This is an optimization exercise on Yosys and OpenROAD, whose aim is small area, a short achievable clock period and few clock cycles per item, not a production implementation. Power and IR drop assume default switching activity.

Setup of v9:
==> flow/design.v (excerpt) <==
module bms_encoder (
    input  wire        clk,
    input  wire        rst,
    input  wire [7:0]  a_local,
    input  wire        req_valid,
    output wire        req_ready,
    input  wire [2:0]  req_kind,
    input  wire [31:0] req_x0,
    input  wire [31:0] req_x1,
    input  wire [31:0] req_x2,
    input  wire [31:0] req_x3,
    input  wire [31:0] req_x4,
    input  wire [7:0]  req_u0,
    input  wire [7:0]  req_u1,
    input  wire [55:0] req_bitmap,
    output reg         out_valid,
    input  wire        out_ready,
    output reg         out_err,
    output wire [7:0]  out_err_idx,
    output wire [31:0] out_id,
    output wire [63:0] out_data
);
    wire k_va  = !req_kind[2] && !req_kind[0];           
    wire k_st  = req_kind == 3'd1;                       
    wire k_vc  = req_kind == 3'd3;                       
    wire k_tp  = req_kind == 3'd4;                       
    wire k_ch  = k_vc || k_tp;                           
    wire k_bal = req_kind == 3'd5;                       
    wire h = req_kind[2];
    wire signed [41:0] x0s = $signed(req_x0);
    wire signed [41:0] x1s = $signed(req_x1);
    wire signed [41:0] b0 = {26'd0, {16{req_x0[31]}}};
  ...
==> flow/config.mk <==
export PLATFORM = sky130hd
export DESIGN_NAME = bms_encoder
export DESIGN_NICKNAME = bms_encoder
export VERILOG_FILES = /design/flow/design.v
export SDC_FILE = /design/flow/constraint.sdc
export NUM_CORES = 4
export LEC_CHECK = 0
export CAP_MARGIN = 20
export CORE_MARGIN = 2
export CORE_UTILIZATION = 40
export SETUP_SLACK_MARGIN = 5
export SLEW_MARGIN = 20
==> flow/constraint.sdc <==
create_clock -name core_clock -period 12.0 [get_ports {clk}]
set_input_delay 2.4000 -clock core_clock [delete_from_list [all_inputs] [get_ports {clk}]]
set_output_delay 2.4000 -clock core_clock [all_outputs]
set_load 0.01 [all_outputs]
run.sh (not shown) runs the stock make flow with config.mk's settings and CLKGATE_MAP_FILE= SYNTH_SCRIPT=/design/flow/synth_recipe.tcl, a recipe that flattens the netlist after the stock synthesis.
[inputs] v25 vs v9
==> flow/flow/run.sh (new file) <==
#!/bin/bash
# Standard layout, with plain buf_2 cells as the port buffers.
set -euo pipefail
export BUFFER_PORTS_ARGS="-buffer_cell sky130_fd_sc_hd__buf_2"
bash standard.sh > standard.log 2>&1
==> flow/standard.sh (new file) <==
#!/bin/bash
# synth_recipe.tcl (not shown) runs the flow's synth.tcl, then flattens the netlist and writes it again
# the make line also repeats each setting of config.mk as NAME=value (left out here)
make -C /OpenROAD-flow-scripts/flow DESIGN_CONFIG=/design/flow/config.mk WORK_HOME=/design/flow/orfs CLKGATE_MAP_FILE= SYNTH_SCRIPT=/design/flow/synth_recipe.tcl "${@:-finish}"
removed: flow/run.sh
[summary]
- Summary of the comparison: met3 routing resource usage after global routing is lower in v25, relative to v9.
- Of v25 and v9, the run reporting the lower final standard cell area without fillers was v25.
- v25 vs v9: final weighted congestion of routability-driven global placement up by a few percent
- Changes observed in v25 relative to v9: final cell count saw little to no change; number of maximum-capacitance constraint violations saw little to no change; power drawn by the sequential cells saw a decrease.
[inputs] v30 vs v25
- SETUP_SLACK_MARGIN changed from 5 to 4
==> flow/run.sh (new file) <==
#!/bin/bash
# synth_recipe.tcl (not shown) runs the flow's synth.tcl, then flattens the netlist and writes it again
# the make line also repeats each setting of config.mk as NAME=value (left out here)
make -C /OpenROAD-flow-scripts/flow DESIGN_CONFIG=/design/flow/config.mk WORK_HOME=/design/flow/orfs CLKGATE_MAP_FILE= SYNTH_SCRIPT=/design/flow/synth_recipe.tcl finish
removed: flow/flow/run.sh
removed: flow/standard.sh
--- outcome ---
- v30 reached the end of the flow, and the finished layout is clean on the timing, DRC and antenna checks.
- In the metrics for v30 and v25, the one carrying the higher total power is v30.
- Taking v25 as the reference, in v30 worst-case vdd ir drop fell by 3.9%; via count has decreased.
Modified inputs, v12 compared to v30
- clearing SETUP_SLACK_MARGIN, which used to be 4
--- outcome ---
No run among v30 and v12 stopped early or left any final violation; all are clean.
Net switching share of the total power across v30 and v12: no real change.
Hold slack across v30 and v12: no real change.
The non-filler instance count after layout was comparable across v30 and v12.
Delta (v12 minus v30): wire length lost 310 µm; fraction of area in multi-input gates neither gained nor lost much; count of buffer and inverter cells on the critical path lost 1.
v30 → v12: total non-filler cell area in the finished layout closely matched the old numbers, post-layout worst setup margin now sits lower.
No functional check of the RTL was part of any run of this note.

---

JK:
bms_encoder, a different RTL version from the one above (not shown whole).
Size: ~2,000 cells after synthesis, ~78 flip-flops, roughly 0.016 mm2 of cells after synthesis.
Settings: LEC_CHECK=0, CAP_MARGIN=20, CORE_MARGIN=2, CORE_UTILIZATION=40, SLEW_MARGIN=20; clock period 12.0 ns.
standard.sh (not shown) runs the stock make flow with config.mk's settings and CLKGATE_MAP_FILE= SYNTH_SCRIPT=/design/flow/synth_recipe.tcl, a recipe that flattens the netlist after the stock synthesis.
==> flow/flow/run.sh <==
#!/bin/bash
# Standard layout, with plain buf_2 cells as the port buffers and timing
# repair aimed at a setup slack of 6.6 ns.
set -euo pipefail
export BUFFER_PORTS_ARGS="-buffer_cell sky130_fd_sc_hd__buf_2"
export SETUP_SLACK_MARGIN=6.6
bash standard.sh > standard.log 2>&1
JK completed; timing, DRC and antenna clean
Modified inputs, MS compared to JK
==> flow/flow/run.sh <==
#!/bin/bash
# Standard layout, with plain buf_1 cells as the port buffers and timing
# repair aimed at a setup slack of 6.4 ns.
set -euo pipefail
export BUFFER_PORTS_ARGS="-buffer_cell sky130_fd_sc_hd__buf_1"
export SETUP_SLACK_MARGIN=6.4
bash standard.sh > standard.log 2>&1
Notes after the runs:
- MS: full flow OK, the timing, DRC and antenna checks passed
- In the metrics for MS and JK, the one carrying the higher register-to-register slack is MS.
- Summary of MS over JK: hold slack shows an increase of 250 ps; portion of total power attributed to the clock network rose by 0.2 points.
No run of this note included a check of the RTL's function; only the layout flow was run.

---

## 10-19
The RTL this note starts from:
==> flow/design.v <==
module bms_scale #(
    parameter integer XLO = -2147549,
    parameter integer XHI = 2147483
) (
    input  wire [31:0] x,
    output wire        ok
);
    assign ok = ($signed(x) >= XLO) && ($signed(x) <= XHI);
endmodule
module bms_u8 (
    input  wire [31:0] x,
    output wire [7:0]  q
);
    wire [7:0] a = x[15:8];
    wire [7:0] b = x[7:0];
    wire borrow = (a >= b) && (x[15:0] != 16'd0);
    assign q = x[31] ? 8'd0 : x[16] ? 8'hff : a - {7'd0, borrow};
endmodule
module bms_seg #(
    parameter integer W = 42
) (
    input  wire [31:0]   x,
    input  wire          h,
    output wire [15:0]   lo,
    output wire          go,
    output wire          ca,
    output wire          cb,
    output wire [W-33:0] hi
);
    wire        neg = x[31];
    wire [41:0] xs  = {{10{neg}}, x};
    wire [41:0] t10 = xs << 10, t7 = xs << 7, t3 = xs << 3, t2 = xs << 2;
    wire [41:0] a  = {t10[41:32], h ? t7[31:0] : t10[31:0]};
    wire [41:0] c  = {t3[41:32],  h ? t2[31:0] : t3[31:0]};
    wire [41:0] nb = ~(xs << 5);               
    wire [41:0] s = a ^ nb ^ c;
    wire [41:0] k = {(a[40:0] & nb[40:0]) | (a[40:0] & c[40:0]) | (nb[40:0] & c[40:0]), 1'b0};
    wire [16:0] m = {1'b0, s[15:0]} + {1'b0, k[15:0]};
    assign ca = m[16] || (!neg && ((s[15:0] ^ k[15:0]) == 16'hffff));
    assign cb = neg;
    wire [16:0] mid = {1'b0, s[31:16]} + {1'b0, k[31:16]};
    assign lo = mid[15:0];
    assign go = mid[16];
    generate
        if (W > 32) begin : g_hi
            assign hi = s[W-1:32] + k[W-1:32];
        end
    endgenerate
endmodule
module bms_encoder (
    input  wire        clk,
    input  wire        rst,
    input  wire [7:0]  a_local,
    input  wire        req_valid,
    output wire        req_ready,
    input  wire [2:0]  req_kind,
    input  wire [31:0] req_x0,
    input  wire [31:0] req_x1,
    input  wire [31:0] req_x2,
    input  wire [31:0] req_x3,
    input  wire [31:0] req_x4,
    input  wire [7:0]  req_u0,
    input  wire [7:0]  req_u1,
    input  wire [55:0] req_bitmap,
    output reg         out_valid,
    input  wire        out_ready,
    output reg         out_err,
    output wire [7:0]  out_err_idx,
    output wire [31:0] out_id,
    output wire [63:0] out_data
);
    wire k_va  = !req_kind[2] && !req_kind[0];           
    wire k_st  = req_kind == 3'd1;                       
    wire k_vc  = req_kind == 3'd3;                       
    wire k_tp  = req_kind == 3'd4;                       
    wire k_ch  = k_vc || k_tp;                           
    wire k_bal = req_kind == 3'd5;                       
    wire        h = req_kind[2];
    wire [15:0] lo0, lo1, lo2;
    wire [9:0]  hi0, hi1;
    wire        go0, go1, go2;
    wire [1:0]  c0, c1, c2;
    bms_seg #(.W(42)) u_s0 (.x(req_x0), .h(h), .lo(lo0), .go(go0), .ca(c0[0]), .cb(c0[1]), .hi(hi0));
    bms_seg #(.W(42)) u_s1 (.x(req_x1), .h(h), .lo(lo1), .go(go1), .ca(c1[0]), .cb(c1[1]), .hi(hi1));
    wire [31:0] x2c = {{6{req_x2[25]}}, req_x2[25:0]};
    bms_seg #(.W(32)) u_s2 (.x(x2c), .h(!req_kind[0]), .lo(lo2), .go(go2), .ca(c2[0]), .cb(c2[1]), .hi());
    wire [7:0] q2s, q3;
    bms_u8 u_q2s (.x(req_x2), .q(q2s));
    bms_u8 u_q3  (.x(req_x3), .q(q3));
    wire [7:0] q4 = req_x4[23:16] + {7'd0, req_x4[31] && (req_x4[15:0] != 16'd0)};
    wire ok0k, ok1k, ok2k, ok0h, ok1h, ok2h, ok2s, ok3s, ok4;
    bms_scale #(.XLO(-2147549),  .XHI(2147483))  u_ok0k (.x(req_x0), .ok(ok0k));
    bms_scale #(.XLO(-2147549),  .XHI(2147483))  u_ok1k (.x(req_x1), .ok(ok1k));
    bms_scale #(.XLO(-2147549),  .XHI(2147483))  u_ok2k (.x(req_x2), .ok(ok2k));
    bms_scale #(.XLO(-21475491), .XHI(21474836)) u_ok0h (.x(req_x0), .ok(ok0h));
    bms_scale #(.XLO(-21475491), .XHI(21474836)) u_ok1h (.x(req_x1), .ok(ok1h));
    bms_scale #(.XLO(-21475491), .XHI(21474836)) u_ok2h (.x(req_x2), .ok(ok2h));
    bms_scale #(.XLO(-257),      .XHI(65793))    u_ok2s (.x(req_x2), .ok(ok2s));
    bms_scale #(.XLO(-257),      .XHI(65793))    u_ok3s (.x(req_x3), .ok(ok3s));
    bms_scale #(.XLO(-8454143),  .XHI(8388607))  u_ok4  (.x(req_x4), .ok(ok4));
    wire [8:0] first = {1'b0, req_u0};
    wire [8:0] count = {1'b0, req_u1};
    wire [8:0] first1 = first + 9'd1;
    wire [8:0] first2 = first + 9'd2;
    wire use0 = first < count;
    wire use1 = first1 < count;
    wire use2 = first2 < count;
    wire f0 = use0 && !(h ? ok0h : ok0k);
    wire f1 = use1 && !(h ? ok1h : ok1k);
    wire f2 = use2 && !(h ? ok2h : ok2k);
    wire s_err = !ok0k || !ok1k || !ok2s || !ok3s || !ok4;
    wire [2:0] s_idx = !ok0k ? 3'd0 : !ok1k ? 3'd1 : !ok2s ? 3'd2 : !ok3s ? 3'd3 : 3'd4;
    wire [7:0] c_idx = f0 ? req_u0 : f1 ? first1[7:0] : first2[7:0];
    wire       r_err = k_st ? s_err : k_ch ? (f0 || f1 || f2) : 1'b0;
    wire [7:0] r_idx = k_ch ? c_idx : {5'd0, s_idx};
    reg [63:0] r_data;
    reg [7:0]  r_ci;
    always @(*) begin
        if (k_va) begin
            r_data = {lo0[15:10], hi0, lo0, lo1[15:10], hi1, lo1};
            r_ci   = {2'b00, c0, 2'b00, c1};
        end else if (k_st) begin
            r_data = {lo0, lo1, q2s, q3, q4, req_u0};
            r_ci   = {c0, c1, 4'd0};
        end else if (k_ch) begin
            r_data = {req_u0, req_u1,
                      use0 ? lo0 : 16'd0,
                      use1 ? lo1 : 16'd0,
                      use2 ? lo2 : 16'd0};
            r_ci   = {2'b00, use0 ? c0 : 2'b00, use1 ? c1 : 2'b00, use2 ? c2 : 2'b00};
        end else if (k_bal) begin
            r_data = {req_u0, req_bitmap};
            r_ci   = 8'd0;
        end else begin
            r_data = {req_u0, req_u1, 48'd0};
            r_ci   = 8'd0;
        end
    end
    reg [2:0]  out_kind;
    reg [63:0] out_reg;
    reg [7:0]  out_ci;
    reg [1:0]  out_go;
    assign req_ready = !out_valid || out_ready;
    always @(posedge clk) begin
        if (rst) begin
            out_valid <= 1'b0;
        end else if (req_ready) begin
            out_valid <= req_valid;
        end
        if (req_ready) begin
            out_err  <= r_err;
            out_kind <= req_kind;
            out_reg  <= {r_data[63:8], r_err ? r_idx : r_data[7:0]};
            out_ci   <= r_ci;
            out_go   <= {go0, go1};
        end
    end
    assign out_err_idx = out_reg[7:0];
    wire        o_va = !out_kind[2] && !out_kind[0];
    wire [15:0] l2 = out_reg[47:32] + {15'd0, out_ci[5]} + {15'd0, out_ci[4]};
    wire [15:0] l0 = out_reg[15:0]  + {15'd0, out_ci[1]} + {15'd0, out_ci[0]};
    wire        x2 = (&out_reg[47:33]) && ((out_reg[32] && (out_ci[5] || out_ci[4])) || (out_ci[5] && out_ci[4]));
    wire        x0 = (&out_reg[15:1])  && ((out_reg[0]  && (out_ci[1] || out_ci[0])) || (out_ci[1] && out_ci[0]));
    wire [1:0]  c32_0 = {1'b0, out_go[1]} + {1'b0, x2};
    wire [1:0]  c32_1 = {1'b0, out_go[0]} + {1'b0, x0};
    wire [9:0]  r3a = out_reg[57:48] + 10'd1, r3b = out_reg[57:48] + 10'd2;
    wire [9:0]  r1a = out_reg[25:16] + 10'd1, r1b = out_reg[25:16] + 10'd2;
    wire [9:0]  h3 = c32_0[1] ? r3b : c32_0[0] ? r3a : out_reg[57:48];
    wire [9:0]  h1 = c32_1[1] ? r1b : c32_1[0] ? r1a : out_reg[25:16];
    wire [15:0] l3 = o_va ? {{6{h3[9]}}, h3} : out_reg[63:48] + {15'd0, out_ci[7]} + {15'd0, out_ci[6]};
    wire [15:0] l1 = o_va ? {{6{h1[9]}}, h1} : out_reg[31:16] + {15'd0, out_ci[3]} + {15'd0, out_ci[2]};
    assign out_data = {l3, l2, l1, l0};
    reg [7:0] pt;
    always @(*) begin
        case (out_kind)
            3'd0: pt = 8'd38;
            3'd1: pt = 8'd45;
            3'd2: pt = 8'd40;
            3'd3: pt = 8'd41;
            3'd4: pt = 8'd43;
            3'd5: pt = 8'd42;
            default: pt = 8'd255;
        endcase
    end
    assign out_id = {16'h8000, pt, a_local};
endmodule
clock: 12.0 ns
lec_check: 0
cap_margin: 20
core_margin: 2
core_utilization: 40
slew_margin: 20
==> flow/flow/run.sh <==
#!/bin/bash
# Standard layout, with plain buf_2 cells as the port buffers and timing
# repair aimed at a setup slack of 6.3 ns.
set -euo pipefail
export BUFFER_PORTS_ARGS="-buffer_cell sky130_fd_sc_hd__buf_2"
export SETUP_SLACK_MARGIN=6.3
bash standard.sh > standard.log 2>&1
10-19 has completed all stages; timing, DRC and antenna checks passed.
Setup changes, 10-19 to 02-03
--- a/flow/flow/run.sh
+++ b/flow/flow/run.sh
@@ -3 +3 @@
-# repair aimed at a setup slack of 6.3 ns.
+# repair aimed at a setup slack of 6 ns.
@@ -6 +6 @@
-export SETUP_SLACK_MARGIN=6.3
+export SETUP_SLACK_MARGIN=6
Results
02-03 -> 10-19: number of synthesized flops with an enable pin delta 0, exact match. Going from 10-19 to 02-03, the overall track demand over capacity in global routing was found to have gone down by 0.49 points. 02-03 vs. 10-19: clock power share shows a reduction of 0.3 points; weighted congestion reported at the end of routability-driven placement increased by about 2.6% relative to the old numbers. 02-03 ran to completion and came out clean on the timing, DRC and antenna checks. 02-03 vs 10-19: critical path data arrival time up. Critical path endpoint = out_reg[15]: 02-03; critical path endpoint = out_data[20]: 10-19. STATUS total number of vias: 02-03 wins against 10-19. On ratio of final minimum period to clock period, the lower figure sits with 10-19, not 02-03. Of the two candidates, 10-19 has the better shortest period the worst path allows and 02-03 the worse one. 02-03 vs. 10-19: met1 usage now sits higher, core occupancy in the finished layout fell by 2.2 points. In the tables for 02-03 and 10-19, combinational-cell power consumption reads higher with 10-19.
No functional check of the RTL was part of any run of this note.

[port drivers added, routing unchanged]
The flow's constraints put no driver on any port. The routed layouts listed below were extracted and timed again, unchanged, in two steps. Step 1 sets driving cells, clkbuf_16 on the clock port and buf_2 on the other inputs (assumed; they add their load-dependent delay and slew). Step 2 adds t to the input delays and takes it off the output delays; t is the mean of the earliest and latest rising clock arrival at the registers after step 1. Input paths then give back, and output paths get back, about the clock's delay inside the block. a / b / c = no drivers / after step 1 / after step 2; a / b = the first two.
run | t, ns | setup WS [ns] | worst hold slack (ns) | clock arrival spread, ns | worst slew at a driven data input, ns
v9 | 0.396 | 5.145 / 5.088 / 4.692 | 1.276 / 1.276 / 1.276 | 0.009 / 0.009 | 0.12
v25 | 0.395 | 5.159 / 4.903 / 4.509 | 1.230 / 1.230 / 1.230 | 0.007 / 0.007 | 0.33
v30 | 0.397 | 4.341 / 4.313 / 3.916 | 1.158 / 1.158 / 1.158 | 0.012 / 0.011 | 0.08
v12 | 0.399 | 4.052 / 4.021 / 3.622 | 1.159 / 1.159 / 1.159 | 0.012 / 0.012 | 0.08
JK | 0.396 | 6.488 / 6.206 / 5.810 | 0.696 / 0.696 / 0.696 | 0.014 / 0.014 | 0.41
MS | 0.394 | 6.336 / 6.135 / 5.741 | 0.946 / 0.946 / 0.946 | 0.013 / 0.013 | 0.30
10-19 | 0.401 | 6.386 / 6.222 / 5.821 | 0.871 / 0.871 / 0.871 | 0.017 / 0.018 | 0.27
02-03 | 0.390 | 6.139 / 6.149 / 5.759 | 0.980 / 0.980 / 0.980 | 0.012 / 0.012 | 0.17
After both steps setup and hold are still met in every run listed. For JK, which loses most, drivers alone change the setup slack by -0.282 ns; drivers and shift together by -0.678 ns.
